Context: an optimization exercise on an open-source flow, tuned for small area and few clock cycles. The choices shown serve that exercise and are no tape-out recipe. Only simulation tests tie the RTL to the original design; equivalence was not proved. Power and IR drop assume default switching activity.

==> v7 <==
==> flow/design.v <==
module amg_encoder (
    input  wire        clk,
    input  wire        rst,
    input  wire        start,       
    input  wire [31:0] tick_rate,
    output wire        busy,
    output wire        fail,        
    output wire [1:0]  fail_code,
    input  wire [4:0]  hidx,
    input  wire [23:0] pix,
    output wire        edge_valid,
    input  wire        edge_ready,
    output wire [15:0] edge_data,
    output wire        edge_last,
    input  wire        resp_valid,
    input  wire        resp_err
);
    localparam [1:0] S_IDLE = 2'd0, S_CONV = 2'd1, S_EMIT = 2'd2, S_WAIT = 2'd3;
    localparam [31:0] RATE_MIN = 32'd2857143;
    localparam [21:0] DIV      = 22'd1250000;
    reg [1:0]  state;
    reg [4:0]  p;                     
    reg [4:0]  b;                     
    reg        ph;                    
    reg [23:0] cur;                   
    reg        ld_p_q;                
    wire conv = (state == S_CONV);
    wire emit = (state == S_EMIT);
    wire ld_p  = conv ? (hidx == 5'd0) : (hidx == p);
    wire ld_p1 = ld_p_q;
    reg [20:0] rem;
    reg [11:0] t0l;
    reg        d7, l7, d3, l3;
    reg        p0ok;                  
    wire [5:0]  step  = {ph, p};
    wire        qstep = !ph && !p[4] && !(p[3] && p[2]);       
    wire [21:0] rsh   = {rem, qstep ? t0l[11] : 1'b0};
    reg  [21:0] dif;                  
    reg         ge;                   
    reg         bo;
    integer     k;
    always @(*) begin
        bo = 1'b0;
        for (k = 0; k < 22; k = k + 1) begin
            dif[k] = rsh[k] ^ DIV[k] ^ bo;
            bo     = DIV[k] ? (!rsh[k] || bo) : (!rsh[k] && bo);
        end
        ge = !bo;
    end
    wire rz = (rem == 21'd0);
    reg [1:0] m3;
    always @(*) begin
        case (step)
            6'd12, 6'd15, 6'd18, 6'd21, 6'd24, 6'd27, 6'd30, 6'd33: m3 = 2'd0;
            6'd13, 6'd16, 6'd19, 6'd22, 6'd25, 6'd28, 6'd31, 6'd34: m3 = 2'd1;
            default: m3 = 2'd2;
        endcase
    end
    wire pb7 = (m3 == 2'd0) ? t0l[2] : (m3 == 2'd1) ? t0l[1] : t0l[0];
    wire pb3 = step[0] ? t0l[0] : t0l[1];
    always @(posedge clk) begin
        if (start) begin
            rem  <= {1'b0, tick_rate[31:12]};
            t0l  <= tick_rate[11:0];
            d7   <= 1'b0;
            l7   <= 1'b0;
            d3   <= 1'b0;
            l3   <= 1'b0;
            p0ok <= 1'b0;
        end else begin
            rem <= ge ? dif[20:0] : rsh[20:0];
            if (conv && qstep)
                t0l <= {t0l[10:0], ge};
            if (conv && !qstep && !d7 && (rz || (ge != pb7))) begin
                d7 <= 1'b1;
                l7 <= rz ? (t0l[2:0] != 3'd0) : !ge;
            end
            if (conv && !qstep && !d3 && (rz || (ge != pb3))) begin
                d3 <= 1'b1;
                l3 <= rz ? (t0l[1:0] != 2'd0) : !ge;
            end
            if (ld_p)
                p0ok <= 1'b1;
        end
    end
    wire conv_end = (step == 6'd35) ||
                    (!qstep && (d7 || rz || (ge != pb7)) && (d3 || rz || (ge != pb3)) && (p0ok || ld_p));
    wire [11:0] tsub_m = ph ? {2'd0, t0l[11:2]} : {3'd0, t0l[11:3]};
    reg  [11:0] tsub;
    reg         sb;
    always @(*) begin
        sb = ph ? l3 : l7;
        for (k = 0; k < 12; k = k + 1) begin
            tsub[k] = t0l[k] ^ tsub_m[k] ^ sb;
            sb      = (!t0l[k] && (tsub_m[k] || sb)) || (tsub_m[k] && sb);
        end
    end
    wire [23:0] grb = {pix[15:8], pix[23:16], pix[7:0]};
    reg  [23:0] upto;                 
    always @(*) begin
        for (k = 0; k < 24; k = k + 1)
            upto[k] = (b >= k);
    end
    always @(posedge clk) begin
        ld_p_q <= ld_p;
        for (k = 0; k < 24; k = k + 1)
            if (upto[k] ? ld_p : ld_p1)
                cur[k] <= grb[k];
    end
    wire        bitv = cur[b];
    wire [11:0] dur  = bitv ? tsub : ph ? t0l : {1'b0, tsub[11:1]};
    reg rate_lt;
    always @(*) begin
        rate_lt = 1'b0;
        for (k = 0; k < 32; k = k + 1)
            rate_lt = RATE_MIN[k] ? (!tick_rate[k] || rate_lt) : (!tick_rate[k] && rate_lt);
    end
    wire rate_zero = (tick_rate == 32'd0);
    wire fail_tx   = (state == S_WAIT) && resp_valid && resp_err;
    assign fail      = (start && rate_lt) || fail_tx;
    assign fail_code = (state == S_WAIT) ? 2'd3 : rate_zero ? 2'd1 : 2'd2;
    assign busy       = (state != S_IDLE);
    assign edge_valid = emit;
    assign edge_data  = {~ph, 3'd0, dur};
    assign edge_last  = (p == 5'd24) && (b == 5'd0) && ph;
    reg [5:0] step_inc;
    reg [4:0] b_dec;
    reg       cy, bw;
    always @(*) begin
        cy = 1'b1;
        bw = 1'b1;
        for (k = 0; k < 6; k = k + 1) begin
            step_inc[k] = step[k] ^ cy;
            cy          = cy & step[k];
        end
        for (k = 0; k < 5; k = k + 1) begin
            b_dec[k] = b[k] ^ bw;
            bw       = bw & !b[k];
        end
    end
    always @(posedge clk) begin
        if (rst) begin
            state <= S_IDLE;
        end else begin
            case (state)
                S_IDLE: begin
                    if (start && !rate_lt) begin
                        state <= S_CONV;
                        p     <= 5'd0;
                        ph    <= 1'b0;
                        b     <= 5'd23;
                    end
                end
                S_CONV: begin
                    {ph, p} <= step_inc;
                    if (conv_end) begin
                        state <= S_EMIT;
                        p     <= 5'd0;
                        ph    <= 1'b0;
                    end
                end
                S_EMIT: begin
                    if (edge_ready) begin
                        if (!ph) begin
                            ph <= 1'b1;
                        end else begin
                            ph <= 1'b0;
                            if (b != 5'd0) begin
                                b <= b_dec;
                            end else begin
                                b <= 5'd23;
                                p <= step_inc[4:0];
                                if (p == 5'd24)
                                    state <= S_WAIT;
                            end
                        end
                    end
                end
                default: begin
                    if (resp_valid)
                        state <= S_IDLE;
                end
            endcase
        end
    end
endmodule
module amg_core (
    input  wire        clk,
    input  wire        rst,           
    input  wire        bus_req,
    input  wire        bus_we,
    input  wire [18:0] bus_addr,      
    input  wire [31:0] bus_wdata,
    output wire        bus_ack,
    output reg  [31:0] bus_rdata,
    input  wire [31:0] tick_rate,
    output wire        edge_valid,
    input  wire        edge_ready,
    output wire [15:0] edge_data,
    output wire        edge_last,
    input  wire        resp_valid,
    input  wire        resp_err
);
    localparam integer N = 25;
    localparam [3:0] A_STATUS = 4'h0, A_CMD  = 4'h1, A_CFG   = 4'h2, A_DIR = 4'h3,
                     A_COLOR  = 4'h8, A_XY   = 4'h9, A_POS   = 4'hA, A_FX  = 4'hB,
                     A_FY     = 4'hC;
    reg [1:0]  errcode;               
    reg        badcmd, drop;
    reg [23:0] color;
    reg [15:0] xy;
    wire       halted = |errcode;
    wire       busy;
    reg [599:0] ring;
    reg [4:0]   hidx;
    reg         pend;                 
    reg [4:0]   swp_cnt;              
    reg         render;               
    wire        swp = |swp_cnt;
    reg [127:0] gring;
    reg [1:0]   gptr;                 
    reg         rsw;                  
    wire        reg_sel = (bus_addr[18:6] == 13'd0);
    wire [3:0]  ridx    = bus_addr[5:2];
    wire        g_sel   = reg_sel && (ridx[3:2] == 2'b01);
    wire        fb_lt25 = !(bus_addr[6] && bus_addr[5] && (bus_addr[4] || bus_addr[3] || bus_addr[2]));
    wire        fb_sel  = bus_addr[18] && (bus_addr[17:7] == 11'd0) && fb_lt25;
    wire [7:0]  sx = xy[7:0];
    wire [7:0]  sy = xy[15:8];
    wire        set_inb = (sx[7:3] == 5'd0) && !(sx[2] && (sx[1] || sx[0])) &&
                          (sy[7:3] == 5'd0) && !(sy[2] && (sy[1] || sy[0]));
    reg  [4:0]  set_idx;              
    always @(*) begin
        case ({sy[2:0], sx[2:0]})
            6'o00: set_idx = 5'd0; 6'o01: set_idx = 5'd1; 6'o02: set_idx = 5'd2; 6'o03: set_idx = 5'd3; 6'o04: set_idx = 5'd4;
            6'o10: set_idx = 5'd5; 6'o11: set_idx = 5'd6; 6'o12: set_idx = 5'd7; 6'o13: set_idx = 5'd8; 6'o14: set_idx = 5'd9;
            6'o20: set_idx = 5'd10; 6'o21: set_idx = 5'd11; 6'o22: set_idx = 5'd12; 6'o23: set_idx = 5'd13; 6'o24: set_idx = 5'd14;
            6'o30: set_idx = 5'd15; 6'o31: set_idx = 5'd16; 6'o32: set_idx = 5'd17; 6'o33: set_idx = 5'd18; 6'o34: set_idx = 5'd19;
            6'o40: set_idx = 5'd20; 6'o41: set_idx = 5'd21; 6'o42: set_idx = 5'd22; 6'o43: set_idx = 5'd23; 6'o44: set_idx = 5'd24;
            default: set_idx = 5'd0;
        endcase
    end
    wire        set_hit = (hidx == set_idx);
    wire        wr_cmd  = bus_we && reg_sel && (ridx == A_CMD);
    wire        is_setpix = (bus_wdata == 32'd2);
    wire stall = (g_sel && (rsw || (gptr != ridx[1:0])))
              || (!bus_we && fb_sel && (hidx != bus_addr[6:2]))
              || (bus_we && reg_sel && (ridx == A_COLOR) && (pend || (swp && render)))
              || (bus_we && reg_sel && (ridx == A_XY) && pend)
              || (wr_cmd && is_setpix && pend);
    assign bus_ack = bus_req && !stall;
    wire        wr      = bus_ack && bus_we && !halted;
    wire        cmd_wr  = wr && wr_cmd;
    wire        cmd_rsv = (bus_wdata[31:4] != 28'd0) || (bus_wdata[3] && (bus_wdata[2:0] != 3'd0));
    wire        cmd_go  = cmd_wr && !busy && !cmd_rsv;
    wire [3:0]  op      = bus_wdata[3:0];
    wire        do_clear  = cmd_go && (op == 4'd1);
    wire        do_setpix = cmd_go && (op == 4'd2);
    wire        do_render = cmd_go && (op == 4'd3);
    wire        do_encode = cmd_go && (op == 4'd8);
    wire        sp_req = pend || (do_setpix && set_inb);
    wire        put_color = (sp_req && set_hit) || (swp && render && (hidx == 5'd12));
    wire [23:0] fin = put_color ? color : (swp ? 24'd0 : ring[599:576]);
    reg [4:0] hidx_inc, swp_dec;
    reg       cy, bw;
    integer   k;
    always @(*) begin
        cy = 1'b1;
        bw = 1'b1;
        for (k = 0; k < 5; k = k + 1) begin
            hidx_inc[k] = hidx[k] ^ cy;
            cy          = cy & hidx[k];
            swp_dec[k]  = swp_cnt[k] ^ bw;
            bw          = bw & !swp_cnt[k];
        end
    end
    always @(posedge clk) begin
        ring <= {ring[575:0], fin};
        if (rst) begin
            hidx    <= 5'd0;
            pend    <= 1'b0;
            swp_cnt <= N;
            render  <= 1'b0;
        end else begin
            hidx <= (hidx == N - 1) ? 5'd0 : hidx_inc;
            pend <= sp_req && !set_hit;
            if (swp)
                swp_cnt <= swp_dec;
            if (do_clear || do_render) begin
                pend    <= 1'b0;
                swp_cnt <= N;
                render  <= do_render;
            end
        end
    end
    wire [31:0] ghead = gring[127:96];
    wire        g_wr  = wr && g_sel;
    wire [31:0] gin   = rsw  ? ((gptr == 2'd3) ? 32'h3F800000 : 32'd0) :
                        g_wr ? bus_wdata : ghead;
    always @(posedge clk) begin
        gring <= {gring[95:0], gin};
        if (rst) begin
            gptr <= 2'd0;
            rsw  <= 1'b1;
        end else begin
            gptr <= {gptr[1] ^ gptr[0], !gptr[0]};
            if (gptr == 2'd3)
                rsw <= 1'b0;
        end
    end
    always @(*) begin
        bus_rdata = 32'd0;
        if (reg_sel) begin
            case (ridx)
                A_STATUS: bus_rdata = {26'd0, errcode, drop, badcmd, halted, busy};
                A_CFG:    bus_rdata = 32'h00050005;
                A_DIR:    bus_rdata = 32'd8;
                4'h4, 4'h5, 4'h6, 4'h7: bus_rdata = ghead;
                A_COLOR:  bus_rdata = {8'd0, color};
                A_XY:     bus_rdata = {16'd0, xy};
                A_POS:    bus_rdata = 32'h00000202;
                A_FX:     bus_rdata = 32'h40000000;
                A_FY:     bus_rdata = 32'h40000000;
                default:  bus_rdata = 32'd0;
            endcase
        end else if (fb_sel) begin
            bus_rdata = {8'd0, fin};
        end
    end
    wire enc_fail;
    wire [1:0] enc_fail_code;
    always @(posedge clk) begin
        if (rst) begin
            errcode <= 2'd0;
            badcmd  <= 1'b0;
            drop    <= 1'b0;
            color   <= 24'd0;
            xy      <= 16'd0;
        end else begin
            if (enc_fail)
                errcode <= enc_fail_code;
            if (wr && reg_sel) begin
                case (ridx)
                    A_STATUS: begin
                        if (bus_wdata[2]) badcmd <= 1'b0;
                        if (bus_wdata[3]) drop   <= 1'b0;
                    end
                    A_CMD: begin
                        if (busy)         drop   <= 1'b1;
                        else if (cmd_rsv) badcmd <= 1'b1;
                    end
                    A_COLOR: color <= bus_wdata[23:0];
                    A_XY:    xy    <= bus_wdata[15:0];
                    default: ;
                endcase
            end
        end
    end
    amg_encoder u_enc (
        .clk        (clk),
        .rst        (rst),
        .start      (do_encode),
        .tick_rate  (tick_rate),
        .busy       (busy),
        .fail       (enc_fail),
        .fail_code  (enc_fail_code),
        .hidx       (hidx),
        .pix        (fin),
        .edge_valid (edge_valid),
        .edge_ready (edge_ready),
        .edge_data  (edge_data),
        .edge_last  (edge_last),
        .resp_valid (resp_valid),
        .resp_err   (resp_err)
    );
endmodule
==> flow/flow/run.sh <==
#!/bin/bash
# Own layout flow: the standard flow (standard.sh, unchanged synthesis,
# floorplan, power grid and routing) with two changes:
#  - port buffers are sky130_fd_sc_hd__buf_1 cells (every input and output
#    port still gets its own buffer);
#  - clock tree synthesis clusters up to 30 flip-flops per clkbuf_16 leaf
#    buffer and inserts no dummy loads.
# Each tool's full output stays in this folder: make's in standard.log, the
# ORFS steps' in orfs/logs/.
set -euo pipefail
export BUFFER_PORTS_ARGS="-buffer_cell sky130_fd_sc_hd__buf_1"
export CTS_ARGS="-sink_clustering_enable -repair_clock_nets -dont_use_dummy_load -buf_list sky130_fd_sc_hd__clkbuf_16 -sink_clustering_size 30 -sink_clustering_max_diameter 80"
bash standard.sh finish > standard.log 2>&1
==> flow/standard.sh <==
#!/bin/bash
# synth_recipe.tcl (not shown) runs the flow's synth.tcl, then flattens the netlist and writes it again
# the make line also repeats each setting of config.mk as NAME=value (left out here)
make -C /OpenROAD-flow-scripts/flow DESIGN_CONFIG=/design/flow/config.mk WORK_HOME=/design/flow/orfs CLKGATE_MAP_FILE= SYNTH_SCRIPT=/design/flow/synth_recipe.tcl "${@:-finish}"
==> flow/config.mk <==
export PLATFORM = sky130hd
export DESIGN_NAME = amg_core
export DESIGN_NICKNAME = amg_core
export VERILOG_FILES = /design/flow/design.v
export SDC_FILE = /design/flow/constraint.sdc
export NUM_CORES = 4
export LEC_CHECK = 0
export ABC_AREA = 1
export CAP_MARGIN = 20
export CORE_MARGIN = 2
export CORE_UTILIZATION = 40
export PLACE_DENSITY = 0.6
export SLEW_MARGIN = 20
==> flow/constraint.sdc <==
create_clock -name core_clock -period 10.0 [get_ports {clk}]
set_input_delay 2.0000 -clock core_clock [delete_from_list [all_inputs] [get_ports {clk}]]
set_output_delay 2.0000 -clock core_clock [all_outputs]
set_load 0.01 [all_outputs]
==> v8 (differences from v7) <==
==> flow/design.v, changed modules only <==
module amg_encoder (
    input  wire        clk,
    input  wire        rst,
    input  wire        start,       
    input  wire [31:0] tick_rate,
    output wire        busy,
    output wire        fail,        
    output wire [1:0]  fail_code,
    input  wire [4:0]  hidx,
    input  wire [23:0] pix,
    output wire        edge_valid,
    input  wire        edge_ready,
    output wire [15:0] edge_data,
    output wire        edge_last,
    input  wire        resp_valid,
    input  wire        resp_err
);
    localparam [1:0] S_IDLE = 2'd0, S_CONV = 2'd1, S_EMIT = 2'd2, S_WAIT = 2'd3;
    localparam [31:0] RATE_MIN = 32'd2857143;
    reg [1:0]  state;
    reg [4:0]  p;                     
    reg [4:0]  b;                     
    reg        ph;                    
    reg [23:0] cur;                   
    wire conv = (state == S_CONV);
    wire emit = (state == S_EMIT);
    wire ld_p  = conv ? (hidx == 5'd0) : (hidx == p);
    wire ld_p1 = !conv && (hidx == p + 5'd1);
    reg [20:0] rem;
    reg [11:0] t0l;
    reg        d7, l7, d3, l3;
    reg        p0ok;                  
    wire [5:0]  step = {ph, p};
    wire        qstep = (step < 6'd12);
    wire [21:0] rsh = {rem, qstep ? t0l[11] : 1'b0};
    wire [22:0] dif = {1'b0, rsh} - 23'd1250000;
    wire        ge  = !dif[22];
    wire        rz  = (rem == 21'd0);
    reg [1:0] m3;
    always @(*) begin
        case (step)
            6'd12, 6'd15, 6'd18, 6'd21, 6'd24, 6'd27, 6'd30, 6'd33: m3 = 2'd0;
            6'd13, 6'd16, 6'd19, 6'd22, 6'd25, 6'd28, 6'd31, 6'd34: m3 = 2'd1;
            default: m3 = 2'd2;
        endcase
    end
    wire pb7 = (m3 == 2'd0) ? t0l[2] : (m3 == 2'd1) ? t0l[1] : t0l[0];
    wire pb3 = step[0] ? t0l[0] : t0l[1];
    always @(posedge clk) begin
        if (start) begin
            rem <= {1'b0, tick_rate[31:12]};
            t0l <= tick_rate[11:0];
            d7  <= 1'b0;
            l7  <= 1'b0;
            d3  <= 1'b0;
            l3  <= 1'b0;
            p0ok <= 1'b0;
        end else begin
            rem <= ge ? dif[20:0] : rsh[20:0];
            if (conv && qstep)
                t0l <= {t0l[10:0], ge};
            if (conv && !qstep && !d7 && (rz || (ge != pb7))) begin
                d7 <= 1'b1;
                l7 <= rz ? (t0l[2:0] != 3'd0) : !ge;
            end
            if (conv && !qstep && !d3 && (rz || (ge != pb3))) begin
                d3 <= 1'b1;
                l3 <= rz ? (t0l[1:0] != 2'd0) : !ge;
            end
            if (ld_p)
                p0ok <= 1'b1;
        end
    end
    wire [11:0] tsub = t0l - (ph ? {2'd0, t0l[11:2]} : {3'd0, t0l[11:3]}) - {11'd0, ph ? l3 : l7};
    wire conv_end = (step == 6'd35) ||
                    (!qstep && (d7 || rz || (ge != pb7)) && (d3 || rz || (ge != pb3)) && (p0ok || ld_p));
    wire [23:0] grb = {pix[15:8], pix[23:16], pix[7:0]};
    integer j;
    always @(posedge clk) begin
        for (j = 0; j < 24; j = j + 1)
            if ((j <= b) ? ld_p : ld_p1)
                cur[j] <= grb[j];
    end
    wire        bitv = cur[b];
    wire [11:0] dur  = bitv ? tsub : ph ? t0l : {1'b0, tsub[11:1]};
    wire rate_zero = (tick_rate == 32'd0);
    wire   fail_tx   = (state == S_WAIT) && resp_valid && resp_err;
    assign fail      = (start && (tick_rate < RATE_MIN)) || fail_tx;
    assign fail_code = (state == S_WAIT) ? 2'd3 : rate_zero ? 2'd1 : 2'd2;
    assign busy       = (state != S_IDLE);
    assign edge_valid = emit;
    assign edge_data  = {~ph, 3'd0, dur};
    assign edge_last  = (p == 5'd24) && (b == 5'd0) && ph;
    always @(posedge clk) begin
        if (rst) begin
            state <= S_IDLE;
        end else begin
            case (state)
                S_IDLE: begin
                    if (start && !(tick_rate < RATE_MIN)) begin
                        state <= S_CONV;
                        p     <= 5'd0;
                        ph    <= 1'b0;
                        b     <= 5'd23;
                    end
                end
                S_CONV: begin
                    {ph, p} <= step + 6'd1;
                    if (conv_end) begin
                        state <= S_EMIT;
                        p     <= 5'd0;
                        ph    <= 1'b0;
                    end
                end
                S_EMIT: begin
                    if (edge_ready) begin
                        if (!ph) begin
                            ph <= 1'b1;
                        end else begin
                            ph <= 1'b0;
                            if (b != 5'd0) begin
                                b <= b - 5'd1;
                            end else begin
                                b <= 5'd23;
                                p <= p + 5'd1;
                                if (p == 5'd24)
                                    state <= S_WAIT;
                            end
                        end
                    end
                end
                default: begin
                    if (resp_valid)
                        state <= S_IDLE;
                end
            endcase
        end
    end
endmodule
module amg_core (
    input  wire        clk,
    input  wire        rst,           
    input  wire        bus_req,
    input  wire        bus_we,
    input  wire [18:0] bus_addr,      
    input  wire [31:0] bus_wdata,
    output wire        bus_ack,
    output reg  [31:0] bus_rdata,
    input  wire [31:0] tick_rate,
    output wire        edge_valid,
    input  wire        edge_ready,
    output wire [15:0] edge_data,
    output wire        edge_last,
    input  wire        resp_valid,
    input  wire        resp_err
);
    localparam integer N = 25;
    localparam [3:0] A_STATUS = 4'h0, A_CMD  = 4'h1, A_CFG   = 4'h2, A_DIR = 4'h3,
                     A_COLOR  = 4'h8, A_XY   = 4'h9, A_POS   = 4'hA, A_FX  = 4'hB,
                     A_FY     = 4'hC;
    reg [1:0]  errcode;               
    reg        badcmd, drop;
    reg [23:0] color;
    reg [15:0] xy;
    wire       halted = |errcode;
    wire       busy;
    reg [599:0] ring;
    reg [4:0]   hidx;
    reg         pend;                 
    reg [4:0]   swp_cnt;              
    reg         render;               
    wire        swp = |swp_cnt;
    reg [127:0] gring;
    reg [1:0]   gptr;                 
    reg         rsw;                  
    wire        reg_sel = (bus_addr[18:6] == 13'd0);
    wire [3:0]  ridx    = bus_addr[5:2];
    wire        g_sel   = reg_sel && (ridx[3:2] == 2'b01);
    wire        fb_sel  = bus_addr[18] && (bus_addr[17:7] == 11'd0) && (bus_addr[6:2] < N);
    wire [7:0]  sx = xy[7:0];
    wire [7:0]  sy = xy[15:8];
    wire        set_inb = (sx < 8'd5) && (sy < 8'd5);
    wire [4:0]  set_idx = {sy[2:0], 2'b00} + sy[2:0] + sx[2:0];
    wire        set_hit = (hidx == set_idx);
    wire        wr_cmd  = bus_we && reg_sel && (ridx == A_CMD);
    wire        is_setpix = (bus_wdata == 32'd2);
    wire stall = (g_sel && (rsw || (gptr != ridx[1:0])))
              || (!bus_we && fb_sel && (hidx != bus_addr[6:2]))
              || (bus_we && reg_sel && (ridx == A_COLOR) && (pend || (swp && render)))
              || (bus_we && reg_sel && (ridx == A_XY) && pend)
              || (wr_cmd && is_setpix && pend);
    assign bus_ack = bus_req && !stall;
    wire        wr      = bus_ack && bus_we && !halted;
    wire        cmd_wr  = wr && wr_cmd;
    wire        cmd_rsv = (bus_wdata[31:4] != 28'd0) || (bus_wdata[3] && (bus_wdata[2:0] != 3'd0));
    wire        cmd_go  = cmd_wr && !busy && !cmd_rsv;
    wire [3:0]  op      = bus_wdata[3:0];
    wire        do_clear  = cmd_go && (op == 4'd1);
    wire        do_setpix = cmd_go && (op == 4'd2);
    wire        do_render = cmd_go && (op == 4'd3);
    wire        do_encode = cmd_go && (op == 4'd8);
    wire        sp_req = pend || (do_setpix && set_inb);
    wire        put_color = (sp_req && set_hit) || (swp && render && (hidx == 5'd12));
    wire [23:0] fin = put_color ? color : (swp ? 24'd0 : ring[599:576]);
    always @(posedge clk) begin
        ring <= {ring[575:0], fin};
        if (rst) begin
            hidx    <= 5'd0;
            pend    <= 1'b0;
            swp_cnt <= N;
            render  <= 1'b0;
        end else begin
            hidx <= (hidx == N - 1) ? 5'd0 : hidx + 5'd1;
            pend <= sp_req && !set_hit;
            if (swp)
                swp_cnt <= swp_cnt - 5'd1;
            if (do_clear || do_render) begin
                pend    <= 1'b0;
                swp_cnt <= N;
                render  <= do_render;
            end
        end
    end
    wire [31:0] ghead = gring[127:96];
    wire        g_wr  = wr && g_sel;
    wire [31:0] gin   = rsw  ? ((gptr == 2'd3) ? 32'h3F800000 : 32'd0) :
                        g_wr ? bus_wdata : ghead;
    always @(posedge clk) begin
        gring <= {gring[95:0], gin};
        if (rst) begin
            gptr <= 2'd0;
            rsw  <= 1'b1;
        end else begin
            gptr <= gptr + 2'd1;
            if (gptr == 2'd3)
                rsw <= 1'b0;
        end
    end
    always @(*) begin
        bus_rdata = 32'd0;
        if (reg_sel) begin
            case (ridx)
                A_STATUS: bus_rdata = {26'd0, errcode, drop, badcmd, halted, busy};
                A_CFG:    bus_rdata = 32'h00050005;
                A_DIR:    bus_rdata = 32'd8;
                4'h4, 4'h5, 4'h6, 4'h7: bus_rdata = ghead;
                A_COLOR:  bus_rdata = {8'd0, color};
                A_XY:     bus_rdata = {16'd0, xy};
                A_POS:    bus_rdata = 32'h00000202;
                A_FX:     bus_rdata = 32'h40000000;
                A_FY:     bus_rdata = 32'h40000000;
                default:  bus_rdata = 32'd0;
            endcase
        end else if (fb_sel) begin
            bus_rdata = {8'd0, fin};
        end
    end
    wire enc_fail;
    wire [1:0] enc_fail_code;
    always @(posedge clk) begin
        if (rst) begin
            errcode <= 2'd0;
            badcmd  <= 1'b0;
            drop    <= 1'b0;
            color   <= 24'd0;
            xy      <= 16'd0;
        end else begin
            if (enc_fail)
                errcode <= enc_fail_code;
            if (wr && reg_sel) begin
                case (ridx)
                    A_STATUS: begin
                        if (bus_wdata[2]) badcmd <= 1'b0;
                        if (bus_wdata[3]) drop   <= 1'b0;
                    end
                    A_CMD: begin
                        if (busy)         drop   <= 1'b1;
                        else if (cmd_rsv) badcmd <= 1'b1;
                    end
                    A_COLOR: color <= bus_wdata[23:0];
                    A_XY:    xy    <= bus_wdata[15:0];
                    default: ;
                endcase
            end
        end
    end
    amg_encoder u_enc (
        .clk        (clk),
        .rst        (rst),
        .start      (do_encode),
        .tick_rate  (tick_rate),
        .busy       (busy),
        .fail       (enc_fail),
        .fail_code  (enc_fail_code),
        .hidx       (hidx),
        .pix        (fin),
        .edge_valid (edge_valid),
        .edge_ready (edge_ready),
        .edge_data  (edge_data),
        .edge_last  (edge_last),
        .resp_valid (resp_valid),
        .resp_err   (resp_err)
    );
endmodule
==> flow/run.sh (new file) <==
#!/bin/bash
# synth_recipe.tcl (not shown) runs the flow's synth.tcl, then flattens the netlist and writes it again
# the make line also repeats each setting of config.mk as NAME=value (left out here)
make -C /OpenROAD-flow-scripts/flow DESIGN_CONFIG=/design/flow/config.mk WORK_HOME=/design/flow/orfs CLKGATE_MAP_FILE= SYNTH_SCRIPT=/design/flow/synth_recipe.tcl finish
- CTS_BUF_LIST: default -> sky130_fd_sc_hd__clkbuf_8
removed: flow/flow/run.sh
removed: flow/standard.sh
==> results.txt <==
Between v8 and v7, the lower wire length is in v7 (gap 8.6%, measured against v7).
Design area: v8 is larger than v7 (13%).
In v7 the synthesized cell count is lower than in v8, by about 7%.
Against v8, the clock skew of v7 is higher by 0.053 ns.
Of v8 and v7, v8 has the higher hold slack (gap 0.029 ns).
Clock power: v7 is lower than v8 (about 45%).
In v7 the maximum frequency is higher than in v8, by about 2.6%.
Between v8 and v7, the lower count of clock-buffer cells in the layout is in v7 (gap 122).
Sequential power is about the same in v7 and v8.
Of v7 and v8, v7 has the higher non-clock buffer count (gap 2).
==> figures <==
Result of the run: v7 finished clean; v8 finished clean
Sequential cell count of the final layout: v7 868; v8 862
Most common cell on crit path: v7 sky130_fd_sc_hd__fa_1; v8 sky130_fd_sc_hd__nand2_1
Met2 capacity usage during global routing: v7 0.241; v8 0.251
Share of the synthesized area in the top cell type: v7 0.671; v8 0.649
Part of the total power dissipated in combinational logic: v7 0.081; v8 0.120
Starting density of the core: v7 0.405; v8 0.406
Mean area per synthesized cell: v7 11.0 sq um; v8 10.5 sq um
Met1 Use GR: v7 0.215; v8 0.226
Worst vdd rail ir drop: v7 0.150 mV; v8 0.134 mV
Clock skew: v7 0.101 ns; v8 0.0484 ns
Crit path to: v7 edge_data[10]; v8 bus_rdata[3]
Switching Fraction: v7 0.228; v8 0.255
Later-pin clock latency in the skew report: v7 0.60 ns; v8 0.75 ns
Power density over cell area: v7 214 mW/mm^2; v8 251 mW/mm^2
Count of TritonRoute iterations in the first routing pass: v7 5; v8 6
Number of distinct standard cells referenced by the synthesized netlist: v7 54; v8 52
Non-clock buffer share: v7 0.0240; v8 0.0478
Simple-gate area share of the yosys netlist: v7 0.119; v8 0.139
Worst slew margin relative to its limit: v7 0.306; v8 0.346
Hold WS: v7 0.259 ns; v8 0.288 ns
Sequential power: v7 3.62 mW; v8 3.64 mW
Testbench counts of v7, summed over its fixed seeds: cycles 80,653.
Testbench counts of v8, summed over its fixed seeds: cycles 80,653.

[port drivers added, routing unchanged]
No port has a modelled driver above. Below, the same layouts with a new extraction and two added sets of constraints.
Step 1 (the two cells are an assumption about what drives the block):
set clk [get_ports {clk}]
set_driving_cell -lib_cell sky130_fd_sc_hd__clkbuf_16 $clk
set_driving_cell -lib_cell sky130_fd_sc_hd__buf_2 [delete_from_list [all_inputs] $clk]
Step 2 moves the port delays by t, midway between the first and last clock arrival at a register: inputs arrive t later, outputs are due t later. That takes back most of the time a late clock gives input paths.
Three values: no drivers, after step 1, after step 2; two values: the first two.
| run | shift t [ns] | setup slack, ns | latest minus earliest clock arrival (ns) | worst slew at a driven data input, ns |
|---|---|---|---|---|
| v7 | 0.610 | 1.941 / 1.883 / 2.493 | 0.103 / 0.103 | 0.07 |
| v8 | 0.782 | 1.735 / 1.699 / 1.699 | 0.053 / 0.053 | 0.08 |
After both steps setup and hold are still met in every run listed. For v8, which loses most, drivers alone change the setup slack by -0.036 ns; drivers and shift together by -0.036 ns.
